What follows belongs to an exercise in optimizing a design on an open flow for small area, a short achievable clock period and few clock cycles per item; a production flow would make more cautious choices.
The RTL was checked by simulation tests, not by an equivalence proof against the original design.
No activity file was given, so power comes from the tool's default toggle rates.

Setup of Q:
Design cc8_rx, start of the top module:
module cc8_rx (
    input  wire         clk,
    input  wire         rst,         
    input  wire         in_valid,
    input  wire [15:0]  in_edge,     
    input  wire         in_last,     
    output wire         in_ready,
    output reg          out_valid,   
    output wire [127:0] rxb,         
    output wire [7:0]   nbits,       
    output wire         dec_err,     
    output wire [7:0]   zrun_cnt,    
    output wire [4:0]   oct_cnt,     
    output wire [7:0]   crc          
);
export LEC_CHECK = 0
export CAP_MARGIN = 20
export CORE_MARGIN = 2
export CORE_UTILIZATION = 65
export SLEW_MARGIN = 20
create_clock -name core_clock -period 20.0 [get_ports {clk}]
standard.sh (not shown) runs the stock make flow with config.mk's settings and CLKGATE_MAP_FILE= SYNTH_SCRIPT=/design/flow/synth_recipe.tcl, a recipe that flattens the netlist after the stock synthesis.
==> flow/flow/run.sh <==
#!/bin/bash
# The standard layout (standard.sh) with three changes of how it is made:
#  - port buffers are buf_1 instead of the delay buffer buffer_ports picks,
#  - repair_timing aims at a setup slack of 14.8 ns (the clock stays 20 ns),
#  - CTS inserts no dummy loads.
set -euo pipefail
CTS="-sink_clustering_enable -repair_clock_nets -sink_clustering_size 25 -sink_clustering_max_diameter 300 -buf_list sky130_fd_sc_hd__clkbuf_16 -dont_use_dummy_load"
bash standard.sh "BUFFER_PORTS_ARGS=-buffer_cell sky130_fd_sc_hd__buf_1" \
    "SETUP_SLACK_MARGIN=14.8" "CTS_ARGS=$CTS" finish > flow_standard.log 2>&1
Testbench counts of Q, summed over its fixed seeds: cycles 7,968, frames 192.
diff inputs: Q => P
--- a/flow/design.v
+++ b/flow/design.v
@@ -264,36 +264,36 @@
     wire [4:0] cr     = nb[7:3];             
     reg [15:0] dci, gtc;
     integer a;
     always @* begin
         dci = 16'd0;
         if (!ci[4]) dci[ci[3:0]] = 1'b1;
         for (a = 0; a < 16; a = a + 1)
             gtc[a] = (cr[4] == 1'b0) && (a > cr[3:0]);
     end
     wire [15:0] we = ({16{crs | act_p1}} & dci) | ({16{p2}} & gtc);
     wire rge2 = (rem[3:1] != 3'd0);
-    wire xlow = act_p1 ? (rem_n[3:1] != 3'd0) : ((p2 | xact) & rge2);
+    wire rge3 = (rem[3:2] != 2'd0) | (&rem[1:0]);
+    wire xlow = act_p1 ? (c0 | rge3) : ((p2 | xact) & rge2);
     integer q;
     always @(posedge clk) begin
         e0 <= in_edge;
         l0 <= in_last;
         if (!s1_hold) begin
             l1 <= l0;
             r1 <= r_c;
             if (v0) prev <= e0;
         end
         for (q = 0; q < 16; q = q + 1)
             if (we[q]) bits[8*q +: 8] <= asm_f;
-        if (we[0])
-            oc <= {1'b0, lmin} + 5'd1;
+        oc <= (bits[3:0] == 4'd0) ? 5'd2 : ({1'b0, bits[3:0]} + 5'd1);
         if (crc_en | crc_i)
             crc_r <= crc_n | {8{~crc_en}};
         if (act_gap | act_p1)
             asm <= (crs | act_p1) ? {8{v}} : asm_f;
         if (crs | act_p1)
             rem <= rem_n;
         else if (p2 | xact)
             rem <= rem_d;
         if (act_gap) begin
             lv  <= ~lv_e;
             nb  <= app ? nb_n : nb_e;
The flow did not stop early for P: all stages ran, and the layout cleared the timing, DRC and antenna checks. Number of synthesized flops with an enable pin for P: 5 down relative to Q. Cells: P has more instances than Q. Global-route met2 utilization came out lower on P than on Q. Of P and Q, the run reporting the higher share of cell area taken by multi-input logic gates was P. Higher flop-to-flop setup slack goes to Q over P. Compared with Q, in P routed wire length up about 1.7%; area of combinational cells with multiple inputs picked up an extra 3.5%; worst reg-to-reg path cell count fell 3; portion of the clock cycle consumed by the worst path in the final layout stayed essentially flat; via count climbed 53.
Testbench counts of P, summed over its fixed seeds: cycles 7,968, frames 192.

---

Starting RTL as in the previous note.
export LEC_CHECK = 0
export CAP_MARGIN = 20
export CORE_MARGIN = 2
export CORE_UTILIZATION = 65
export SLEW_MARGIN = 20
create_clock -name core_clock -period 20.0 [get_ports {clk}]
==> flow/flow/run.sh <==
#!/bin/bash
# The standard layout (standard.sh) with three changes of how it is made:
#  - port buffers are buf_1 instead of the delay buffer buffer_ports picks,
#  - repair_timing aims at a setup slack of 14.87 ns (the clock stays 20 ns),
#  - CTS inserts no dummy loads.
set -euo pipefail
CTS="-sink_clustering_enable -repair_clock_nets -sink_clustering_size 25 -sink_clustering_max_diameter 300 -buf_list sky130_fd_sc_hd__clkbuf_16 -dont_use_dummy_load"
bash standard.sh "BUFFER_PORTS_ARGS=-buffer_cell sky130_fd_sc_hd__buf_1" \
    "SETUP_SLACK_MARGIN=14.87" "CTS_ARGS=$CTS" finish > flow_standard.log 2>&1
Testbench counts at the start, summed over its fixed seeds: cycles 7,968, frames 192.
Change:
--- a/flow/design.v
+++ b/flow/design.v
@@ -22,44 +22,46 @@
         begin
             c = c_in ^ b;
             for (t = 0; t < 8; t = t + 1)
                 c = c[0] ? ((c >> 1) ^ 8'hD9) : (c >> 1);
             crc8_step = c;
         end
     endfunction
     reg         rdy;
     reg         v0, l0;
-    reg [15:0]  e0;
+    reg [6:0]   e0;
+    reg [8:0]   lhi;
+    reg         h0, h1;
     wire        acc = in_valid & rdy;
     assign in_ready = rdy;
+    wire [8:0]  ih  = in_edge[15:7];
+    wire [8:0]  nlh = ~lhi;
+    wire [8:0]  zz;
+    assign zz[0] = ~(ih[0] ^ nlh[0]);
+    genvar gi;
+    generate
+        for (gi = 1; gi < 9; gi = gi + 1) begin : g_z
+            assign zz[gi] = ~((ih[gi] ^ nlh[gi]) ^ (ih[gi-1] | nlh[gi-1]));
+        end
+    endgenerate
     reg         v1, l1;
     reg [3:0]   r1;
-    reg [15:0]  prev;
+    reg [6:0]   prev;
     wire [6:0]  d;
     wire [7:0]  bw;
     assign bw[0] = 1'b0;
-    genvar gi;
     generate
         for (gi = 0; gi < 7; gi = gi + 1) begin : g_sub
             assign d[gi]    = e0[gi] ^ prev[gi] ^ bw[gi];
             assign bw[gi+1] = (~e0[gi] & prev[gi]) | (~(e0[gi] ^ prev[gi]) & bw[gi]);
         end
     endgenerate
-    wire [8:0]  eh = e0[15:7];
-    wire [8:0]  nph = ~prev[15:7];
-    wire [8:0]  zz;
-    assign zz[0] = ~(eh[0] ^ nph[0] ^ ~bw[7]);
-    generate
-        for (gi = 1; gi < 9; gi = gi + 1) begin : g_z
-            assign zz[gi] = ~((eh[gi] ^ nph[gi]) ^ (eh[gi-1] | nph[gi-1]));
-        end
-    endgenerate
-    wire        big = ~&zz;
+    wire        big = bw[7] ? ~h1 : ~h0;
     reg  [3:0]  r_lo;
     always @* begin
         case (d)
             7'd0: r_lo = 4'd0;
             7'd1: r_lo = 4'd0;
             7'd2: r_lo = 4'd0;
             7'd3: r_lo = 4'd0;
             7'd4: r_lo = 4'd0;
             7'd5: r_lo = 4'd1;
@@ -269,19 +271,22 @@
         if (!ci[4]) dci[ci[3:0]] = 1'b1;
         for (a = 0; a < 16; a = a + 1)
             gtc[a] = (cr[4] == 1'b0) && (a > cr[3:0]);
     end
     wire [15:0] we = ({16{crs | act_p1}} & dci) | ({16{p2}} & gtc);
     wire rge2 = (rem[3:1] != 3'd0);
     wire xlow = act_p1 ? (rem_n[3:1] != 3'd0) : ((p2 | xact) & rge2);
     integer q;
     always @(posedge clk) begin
-        e0 <= in_edge;
+        e0 <= in_edge[6:0];
+        h0 <= (ih == lhi);
+        h1 <= &zz;
+        if (acc) lhi <= ih;
         l0 <= in_last;
         if (!s1_hold) begin
             l1 <= l0;
             r1 <= r_c;
             if (v0) prev <= e0;
         end
         for (q = 0; q < 16; q = q + 1)
             if (we[q]) bits[8*q +: 8] <= asm_f;
         if (we[0])
Effect: Routed wire length came out lower by a few percent. Flip-flop and latch count came out lower by 7. Utilization came out lower by 0.14 points. Area after synthesis came out lower slightly. Final cell count came out lower slightly.
Testbench counts after the change, summed over its fixed seeds: cycles 7,968, frames 192.

---

The RTL this note starts from:
==> flow/design.v <==
`timescale 1ns/1ps
module cc8_rx (
    input  wire         clk,
    input  wire         rst,         
    input  wire         in_valid,
    input  wire [15:0]  in_edge,     
    input  wire         in_last,     
    output wire         in_ready,
    output reg          out_valid,   
    output wire [127:0] rxb,         
    output wire [7:0]   nbits,       
    output wire         dec_err,     
    output wire [7:0]   zrun_cnt,    
    output wire [4:0]   oct_cnt,     
    output wire [7:0]   crc          
);
    function [7:0] crc8_step;
        input [7:0] c_in;
        input [7:0] b;
        integer t;
        reg [7:0] c;
        begin
            c = c_in ^ b;
            for (t = 0; t < 8; t = t + 1)
                c = c[0] ? ((c >> 1) ^ 8'hD9) : (c >> 1);
            crc8_step = c;
        end
    endfunction
    reg         rdy;
    reg         v0, l0;
    reg [15:0]  e0;
    wire        acc = in_valid & rdy;
    assign in_ready = rdy;
    reg         v1, l1;
    reg [3:0]   r1;
    reg [15:0]  prev;
    wire [6:0]  d;
    wire [7:0]  bw;
    assign bw[0] = 1'b0;
    genvar gi;
    generate
        for (gi = 0; gi < 7; gi = gi + 1) begin : g_sub
            assign d[gi]    = e0[gi] ^ prev[gi] ^ bw[gi];
            assign bw[gi+1] = (~e0[gi] & prev[gi]) | (~(e0[gi] ^ prev[gi]) & bw[gi]);
        end
    endgenerate
    wire [8:0]  eh = e0[15:7];
    wire [8:0]  nph = ~prev[15:7];
    wire [8:0]  zz;
    assign zz[0] = ~(eh[0] ^ nph[0] ^ ~bw[7]);
    generate
        for (gi = 1; gi < 9; gi = gi + 1) begin : g_z
            assign zz[gi] = ~((eh[gi] ^ nph[gi]) ^ (eh[gi-1] | nph[gi-1]));
        end
    endgenerate
    wire        big = ~&zz;
    reg  [3:0]  r_lo;
    always @* begin
        case (d)
            7'd0: r_lo = 4'd0;
            7'd1: r_lo = 4'd0;
            7'd2: r_lo = 4'd0;
            7'd3: r_lo = 4'd0;
            7'd4: r_lo = 4'd0;
            7'd5: r_lo = 4'd1;
            7'd6: r_lo = 4'd1;
            7'd7: r_lo = 4'd1;
            7'd8: r_lo = 4'd1;
            7'd9: r_lo = 4'd1;
            7'd10: r_lo = 4'd1;
            7'd11: r_lo = 4'd1;
            7'd12: r_lo = 4'd1;
            7'd13: r_lo = 4'd1;
            7'd14: r_lo = 4'd1;
            7'd15: r_lo = 4'd2;
            7'd16: r_lo = 4'd2;
            7'd17: r_lo = 4'd2;
            7'd18: r_lo = 4'd2;
            7'd19: r_lo = 4'd2;
            7'd20: r_lo = 4'd2;
            7'd21: r_lo = 4'd2;
            7'd22: r_lo = 4'd2;
            7'd23: r_lo = 4'd2;
            7'd24: r_lo = 4'd2;
            7'd25: r_lo = 4'd3;
            7'd26: r_lo = 4'd3;
            7'd27: r_lo = 4'd3;
            7'd28: r_lo = 4'd3;
            7'd29: r_lo = 4'd3;
            7'd30: r_lo = 4'd3;
            7'd31: r_lo = 4'd3;
            7'd32: r_lo = 4'd3;
            7'd33: r_lo = 4'd3;
            7'd34: r_lo = 4'd3;
            7'd35: r_lo = 4'd4;
            7'd36: r_lo = 4'd4;
            7'd37: r_lo = 4'd4;
            7'd38: r_lo = 4'd4;
            7'd39: r_lo = 4'd4;
            7'd40: r_lo = 4'd4;
            7'd41: r_lo = 4'd4;
            7'd42: r_lo = 4'd4;
            7'd43: r_lo = 4'd4;
            7'd44: r_lo = 4'd4;
            7'd45: r_lo = 4'd5;
            7'd46: r_lo = 4'd5;
            7'd47: r_lo = 4'd5;
            7'd48: r_lo = 4'd5;
            7'd49: r_lo = 4'd5;
            7'd50: r_lo = 4'd5;
            7'd51: r_lo = 4'd5;
            7'd52: r_lo = 4'd5;
            7'd53: r_lo = 4'd5;
            7'd54: r_lo = 4'd5;
            7'd55: r_lo = 4'd6;
            7'd56: r_lo = 4'd6;
            7'd57: r_lo = 4'd6;
            7'd58: r_lo = 4'd6;
            7'd59: r_lo = 4'd6;
            7'd60: r_lo = 4'd6;
            7'd61: r_lo = 4'd6;
            7'd62: r_lo = 4'd6;
            7'd63: r_lo = 4'd6;
            7'd64: r_lo = 4'd6;
            7'd65: r_lo = 4'd7;
            7'd66: r_lo = 4'd7;
            7'd67: r_lo = 4'd7;
            7'd68: r_lo = 4'd7;
            7'd69: r_lo = 4'd7;
            7'd70: r_lo = 4'd7;
            7'd71: r_lo = 4'd7;
            7'd72: r_lo = 4'd7;
            7'd73: r_lo = 4'd7;
            7'd74: r_lo = 4'd7;
            7'd75: r_lo = 4'd8;
            7'd76: r_lo = 4'd8;
            7'd77: r_lo = 4'd8;
            7'd78: r_lo = 4'd8;
            7'd79: r_lo = 4'd8;
            7'd80: r_lo = 4'd8;
            7'd81: r_lo = 4'd8;
            7'd82: r_lo = 4'd8;
            7'd83: r_lo = 4'd8;
            7'd84: r_lo = 4'd8;
            7'd85: r_lo = 4'd9;
            7'd86: r_lo = 4'd9;
            7'd87: r_lo = 4'd9;
            7'd88: r_lo = 4'd9;
            7'd89: r_lo = 4'd9;
            7'd90: r_lo = 4'd9;
            7'd91: r_lo = 4'd9;
            7'd92: r_lo = 4'd9;
            7'd93: r_lo = 4'd9;
            7'd94: r_lo = 4'd9;
            7'd95: r_lo = 4'd10;
            7'd96: r_lo = 4'd10;
            7'd97: r_lo = 4'd10;
            7'd98: r_lo = 4'd10;
            7'd99: r_lo = 4'd10;
            7'd100: r_lo = 4'd10;
            7'd101: r_lo = 4'd10;
            7'd102: r_lo = 4'd10;
            7'd103: r_lo = 4'd10;
            7'd104: r_lo = 4'd10;
            7'd105: r_lo = 4'd10;
            7'd106: r_lo = 4'd10;
            7'd107: r_lo = 4'd10;
            7'd108: r_lo = 4'd10;
            7'd109: r_lo = 4'd10;
            7'd110: r_lo = 4'd10;
            7'd111: r_lo = 4'd10;
            7'd112: r_lo = 4'd10;
            7'd113: r_lo = 4'd10;
            7'd114: r_lo = 4'd10;
            7'd115: r_lo = 4'd10;
            7'd116: r_lo = 4'd10;
            7'd117: r_lo = 4'd10;
            7'd118: r_lo = 4'd10;
            7'd119: r_lo = 4'd10;
            7'd120: r_lo = 4'd10;
            7'd121: r_lo = 4'd10;
            7'd122: r_lo = 4'd10;
            7'd123: r_lo = 4'd10;
            7'd124: r_lo = 4'd10;
            7'd125: r_lo = 4'd10;
            7'd126: r_lo = 4'd10;
            7'd127: r_lo = 4'd10;
            default: r_lo = 4'd0;
        endcase
    end
    reg  [3:0]  r_c;
    always @* r_c = big ? 4'd10 : r_lo;
    reg [127:0] bits;
    reg [7:0]   nb;
    reg         sb;          
    reg         lv;          
    reg         err;
    reg [7:0]   zc;
    reg         ef;          
    reg         fresh;       
    reg [7:0]   asm;         
    reg [7:0]   crc_r;
    reg         p1, p2;
    reg [3:0]   rem;         
    reg         xm;          
    assign rxb      = bits;
    assign nbits    = nb;
    assign dec_err  = err;
    assign zrun_cnt = zc;
    assign crc      = crc_r;
    reg  [4:0]  oc;
    assign oct_cnt  = oc;
    wire xact    = xm;
    wire act_gap = v1 & ~ef & ~xact;
    wire act_fst = v1 &  ef & ~xact;
    wire act_p1  = p1 & ~xact;
    wire s1_hold = v1 & xact;
    wire [7:0] nb_e  = fresh ? 8'd0 : nb;
    wire       sb_e  = ~fresh & sb;
    wire       lv_e  = fresh | lv;
    wire       err_e = ~fresh & err;
    wire [7:0] zc_e  = fresh ? 8'd0 : zc;
    wire       pv_e  = ~err_e & lv_e;     
    wire       pv_r  = ~err & lv;
    wire [4:0] ci = nb_e[7:3];
    wire [2:0] lo = nb_e[2:0];
    reg  [7:0] th;
    always @* begin
        case (lo)
            3'd0: th = 8'b11111111;
            3'd1: th = 8'b11111110;
            3'd2: th = 8'b11111100;
            3'd3: th = 8'b11111000;
            3'd4: th = 8'b11110000;
            3'd5: th = 8'b11100000;
            3'd6: th = 8'b11000000;
            default: th = 8'b10000000;
        endcase
    end
    wire       v     = (p2 | xact) ? pv_r : (act_p1 ? pv_e : lv_e);
    wire [7:0] asm_f = (th & {8{v}}) | (~th & asm);
    wire [3:0] r      = r1;
    wire       dec    = ~err_e & ~nb_e[7];
    wire       zero   = (r == 4'd0);
    wire       bad    = (r == 4'd10) | (sb_e & (r == 4'd9));
    wire       app    = act_gap & dec & ~zero & ~bad;
    wire [3:0] s_add  = {1'b0, lo} + (r - 4'd1) + {3'd0, sb_e};
    wire       fill   = s_add[3];
    wire       crs    = app & fill;
    wire [2:0] lo_n   = s_add[2:0];
    wire [4:0] ci_n   = ci + 5'd1;
    wire [7:0] nb_n   = fill ? {ci_n, 3'd0} : {ci, lo_n};
    wire       rnz    = (rem != 4'd0);
    wire [3:0] rem_d  = rem - {3'd0, rnz};
    wire [3:0] len_f  = asm_f[3:0];
    wire [3:0] lmin   = (len_f == 4'd0) ? 4'd1 : len_f;
    wire       c0     = (ci == 5'd0);
    wire       inc    = c0 | rnz;
    wire [3:0] rem_n  = c0 ? lmin : rem_d;        
    wire       crc_en = ((crs | act_p1) & inc) | ((p2 | xact) & rnz);
    wire       crc_i  = fresh & (act_gap | act_p1);      
    wire [7:0] crc_b  = crc_r | {8{crc_i}};
    wire [7:0] crc_n  = crc8_step(crc_b, asm_f);
    wire [4:0] cr     = nb[7:3];             
    reg [15:0] dci, gtc;
    integer a;
    always @* begin
        dci = 16'd0;
        if (!ci[4]) dci[ci[3:0]] = 1'b1;
        for (a = 0; a < 16; a = a + 1)
            gtc[a] = (cr[4] == 1'b0) && (a > cr[3:0]);
    end
    wire [15:0] we = ({16{crs | act_p1}} & dci) | ({16{p2}} & gtc);
    wire rge2 = (rem[3:1] != 3'd0);
    wire xlow = act_p1 ? (rem_n[3:1] != 3'd0) : ((p2 | xact) & rge2);
    integer q;
    always @(posedge clk) begin
        e0 <= in_edge;
        l0 <= in_last;
        if (!s1_hold) begin
            l1 <= l0;
            r1 <= r_c;
            if (v0) prev <= e0;
        end
        for (q = 0; q < 16; q = q + 1)
            if (we[q]) bits[8*q +: 8] <= asm_f;
        if (we[0])
            oc <= {1'b0, lmin} + 5'd1;
        if (crc_en | crc_i)
            crc_r <= crc_n | {8{~crc_en}};
        if (act_gap | act_p1)
            asm <= (crs | act_p1) ? {8{v}} : asm_f;
        if (crs | act_p1)
            rem <= rem_n;
        else if (p2 | xact)
            rem <= rem_d;
        if (act_gap) begin
            lv  <= ~lv_e;
            nb  <= app ? nb_n : nb_e;
            sb  <= app ? ~fill : sb_e;
            err <= err_e | (dec & ~zero & bad);
            zc  <= (dec & zero & (zc_e != 8'hFF)) ? zc_e + 8'd1 : zc_e;
        end else if (act_p1) begin
            lv  <= lv_e;
            nb  <= nb_e;
            err <= err_e;
            zc  <= zc_e;
        end
        if (rst) begin
            rdy   <= 1'b1;
            v0    <= 1'b0;
            v1    <= 1'b0;
            ef    <= 1'b1;
            fresh <= 1'b0;
            p1    <= 1'b0;
            p2    <= 1'b0;
            xm    <= 1'b0;
            out_valid <= 1'b0;
        end else begin
            rdy <= ~(acc & in_last) & ~xlow;
            v0  <= acc;
            if (!s1_hold)
                v1 <= v0;
            if (act_gap | act_fst)
                ef <= l1;
            if (act_fst)
                fresh <= 1'b1;
            else if (act_gap | act_p1)
                fresh <= 1'b0;
            p1 <= ((act_gap | act_fst) & l1) | (p1 & ~act_p1);
            p2 <= act_p1;
            xm <= (p2 | xact) & rge2;
            out_valid <= (p2 | xact) & ~rge2;
        end
    end
endmodule
export LEC_CHECK = 0
export CAP_MARGIN = 20
export CORE_MARGIN = 2
export CORE_UTILIZATION = 40
export CTS_BUF_LIST = sky130_fd_sc_hd__clkbuf_16
export CTS_CLUSTER_DIAMETER = 300
export CTS_CLUSTER_SIZE = 25
export SLEW_MARGIN = 20
create_clock -name core_clock -period 20.0 [get_ports {clk}]
==> flow/flow/run.sh <==
#!/bin/bash
# Standard layout, except that the port buffers are the plain buf_1 cell
# instead of the delay buffer buffer_ports picks by default.
set -euo pipefail
bash standard.sh "BUFFER_PORTS_ARGS=-buffer_cell sky130_fd_sc_hd__buf_1" finish > flow_standard.log 2>&1
The first run finished with timing, DRC and antenna clean.
Testbench counts at the start, summed over its fixed seeds: cycles 7,968, frames 192.
Edit:
--- a/flow/design.v
+++ b/flow/design.v
@@ -197,13 +197,15 @@
     reg         err;
     reg [7:0]   zc;
     reg         ef;          
     reg         fresh;       
     reg [7:0]   asm;         
     reg [7:0]   crc_r;
-    reg         p1, p2;
+    reg         p1;          
+    reg         sp;          
+    reg         xl;          
     reg [3:0]   rem;         
     reg         xm;          
     assign rxb      = bits;
     assign nbits    = nb;
     assign dec_err  = err;
     assign zrun_cnt = zc;
@@ -234,13 +236,13 @@
             3'd4: th = 8'b11110000;
             3'd5: th = 8'b11100000;
             3'd6: th = 8'b11000000;
             default: th = 8'b10000000;
         endcase
     end
-    wire       v     = (p2 | xact) ? pv_r : (act_p1 ? pv_e : lv_e);
+    wire       v     = xact ? pv_r : (act_p1 ? pv_e : lv_e);
     wire [7:0] asm_f = (th & {8{v}}) | (~th & asm);
     wire [3:0] r      = r1;
     wire       dec    = ~err_e & ~nb_e[7];
     wire       zero   = (r == 4'd0);
     wire       bad    = (r == 4'd10) | (sb_e & (r == 4'd9));
     wire       app    = act_gap & dec & ~zero & ~bad;
@@ -254,54 +256,70 @@
     wire [3:0] rem_d  = rem - {3'd0, rnz};
     wire [3:0] len_f  = asm_f[3:0];
     wire [3:0] lmin   = (len_f == 4'd0) ? 4'd1 : len_f;
     wire       c0     = (ci == 5'd0);
     wire       inc    = c0 | rnz;
     wire [3:0] rem_n  = c0 ? lmin : rem_d;        
-    wire       crc_en = ((crs | act_p1) & inc) | ((p2 | xact) & rnz);
+    wire       crc_en = ((crs | act_p1) & inc) | (xact & rnz);
     wire       crc_i  = fresh & (act_gap | act_p1);      
     wire [7:0] crc_b  = crc_r | {8{crc_i}};
     wire [7:0] crc_n  = crc8_step(crc_b, asm_f);
     wire [4:0] cr     = nb[7:3];             
+    wire       last   = act_gap & l1;
+    wire       lastf  = act_fst & l1;
+    wire       err_n  = err_e | (dec & ~zero & bad);
+    wire       pre    = last & ~crs;
+    wire       pv_n   = ~err_n & ~lv_e;
+    wire [7:0] wd     = pre ? {8{pv_n}} : asm_f;
+    wire [4:0] gi_x   = xact ? cr : ci;
+    wire       lz     = (lo == 3'd0);
+    wire       rge2   = (rem[3:1] != 3'd0);
+    wire       rge3   = (rem[3:2] != 2'd0) | (&rem[1:0]);
+    wire       rn2    = (rem_n[3:1] != 3'd0);
+    wire       xm_p1  = xl | (rem_n != 4'd0);
+    wire       xm_n   = act_p1 ? xm_p1 : (xact & rge2);
+    wire       p1_n   = last | lastf | (p1 & ~act_p1);
+    wire       sp_n   = lastf | (last & ((ci == 5'd0) | (crs ? (lo_n != 3'd0) | rge3 : rge2)))
+                      | (sp & ~act_p1);
+    wire       st2    = (act_p1 & xm_p1) ? rn2 : (xact & rge2) ? rge3 : (p1_n & sp_n);
     reg [15:0] dci, gtc;
     integer a;
     always @* begin
         dci = 16'd0;
         if (!ci[4]) dci[ci[3:0]] = 1'b1;
         for (a = 0; a < 16; a = a + 1)
-            gtc[a] = (cr[4] == 1'b0) && (a > cr[3:0]);
+            gtc[a] = (gi_x[4] == 1'b0) && (a > gi_x[3:0]);
     end
-    wire [15:0] we = ({16{crs | act_p1}} & dci) | ({16{p2}} & gtc);
-    wire rge2 = (rem[3:1] != 3'd0);
-    wire xlow = act_p1 ? (rem_n[3:1] != 3'd0) : ((p2 | xact) & rge2);
+    wire [15:0] we = ({16{crs | act_p1}} & dci) |
+                     ({16{pre | (xact & xl) | (act_p1 & lz)}} & gtc);
     integer q;
     always @(posedge clk) begin
         e0 <= in_edge;
         l0 <= in_last;
         if (!s1_hold) begin
             l1 <= l0;
             r1 <= r_c;
             if (v0) prev <= e0;
         end
         for (q = 0; q < 16; q = q + 1)
-            if (we[q]) bits[8*q +: 8] <= asm_f;
+            if (we[q]) bits[8*q +: 8] <= wd;
         if (we[0])
             oc <= {1'b0, lmin} + 5'd1;
         if (crc_en | crc_i)
             crc_r <= crc_n | {8{~crc_en}};
         if (act_gap | act_p1)
             asm <= (crs | act_p1) ? {8{v}} : asm_f;
         if (crs | act_p1)
             rem <= rem_n;
-        else if (p2 | xact)
+        else if (xact)
             rem <= rem_d;
         if (act_gap) begin
             lv  <= ~lv_e;
             nb  <= app ? nb_n : nb_e;
             sb  <= app ? ~fill : sb_e;
-            err <= err_e | (dec & ~zero & bad);
+            err <= err_n;
             zc  <= (dec & zero & (zc_e != 8'hFF)) ? zc_e + 8'd1 : zc_e;
         end else if (act_p1) begin
             lv  <= lv_e;
             nb  <= nb_e;
             err <= err_e;
             zc  <= zc_e;
@@ -310,27 +328,29 @@
             rdy   <= 1'b1;
             v0    <= 1'b0;
             v1    <= 1'b0;
             ef    <= 1'b1;
             fresh <= 1'b0;
             p1    <= 1'b0;
-            p2    <= 1'b0;
+            sp    <= 1'b0;
+            xl    <= 1'b0;
             xm    <= 1'b0;
             out_valid <= 1'b0;
         end else begin
-            rdy <= ~(acc & in_last) & ~xlow;
+            rdy <= ~st2;
             v0  <= acc;
             if (!s1_hold)
                 v1 <= v0;
             if (act_gap | act_fst)
                 ef <= l1;
             if (act_fst)
                 fresh <= 1'b1;
             else if (act_gap | act_p1)
                 fresh <= 1'b0;
-            p1 <= ((act_gap | act_fst) & l1) | (p1 & ~act_p1);
-            p2 <= act_p1;
-            xm <= (p2 | xact) & rge2;
-            out_valid <= (p2 | xact) & ~rge2;
+            p1  <= p1_n;
+            sp  <= sp_n;
+            xl  <= (last & crs & (lo_n != 3'd0)) | (xl & ~xact);
+            xm  <= xm_n;
+            out_valid <= (act_p1 & ~xm_p1) | (xact & ~rge2);
         end
     end
 endmodule
- setup slack gets worse by 0.094 ns
- sequential power rose slightly
- via count climbs by a few percent
- clock-buffer cell count stays the same
- utilization shrinks by 0.28 points
- cell area came out higher by a few percent
- power goes up slightly
Testbench counts after the change, summed over its fixed seeds: cycles 7,840, frames 192.

-- separate check: timing with driven ports --
Ports are ideal in the flow. The routed layouts listed here were re-timed in OpenROAD.
Step 1 assumes that a clkbuf_16 drives the clock port and a buf_2 every other input.
Step 2 moves the port delays by t, midway between the first and last clock arrival at a register: inputs arrive t later, outputs are due t later. That takes back most of the time a late clock gives input paths.
Three values: ideal, step 1, step 2; two values: the first two.
run | t, ns | setup slack, ns | latest minus earliest clock arrival (ns) | worst data-port slew with drivers (ns)
Q | 0.487 | 14.869 / 14.830 / 15.157 | 0.022 / 0.022 | 0.03
P | 0.494 | 14.839 / 14.796 / 15.113 | 0.026 / 0.027 | 0.04
the first run of note 2 | 0.491 | 14.892 / 14.853 / 15.153 | 0.026 / 0.026 | 0.03
the second run of note 2 | 0.482 | 14.921 / 14.878 / 14.707 | 0.049 / 0.048 | 0.03
the first run of note 3 | 0.505 | 14.673 / 14.629 / 15.134 | 0.021 / 0.022 | 0.03
the second run of note 3 | 0.504 | 14.579 / 14.534 / 15.038 | 0.016 / 0.015 | 0.03
After both steps setup and hold are still met in every run listed. For the second run of note 2, which loses most, drivers alone change the setup slack by -0.043 ns; drivers and shift together by -0.214 ns.
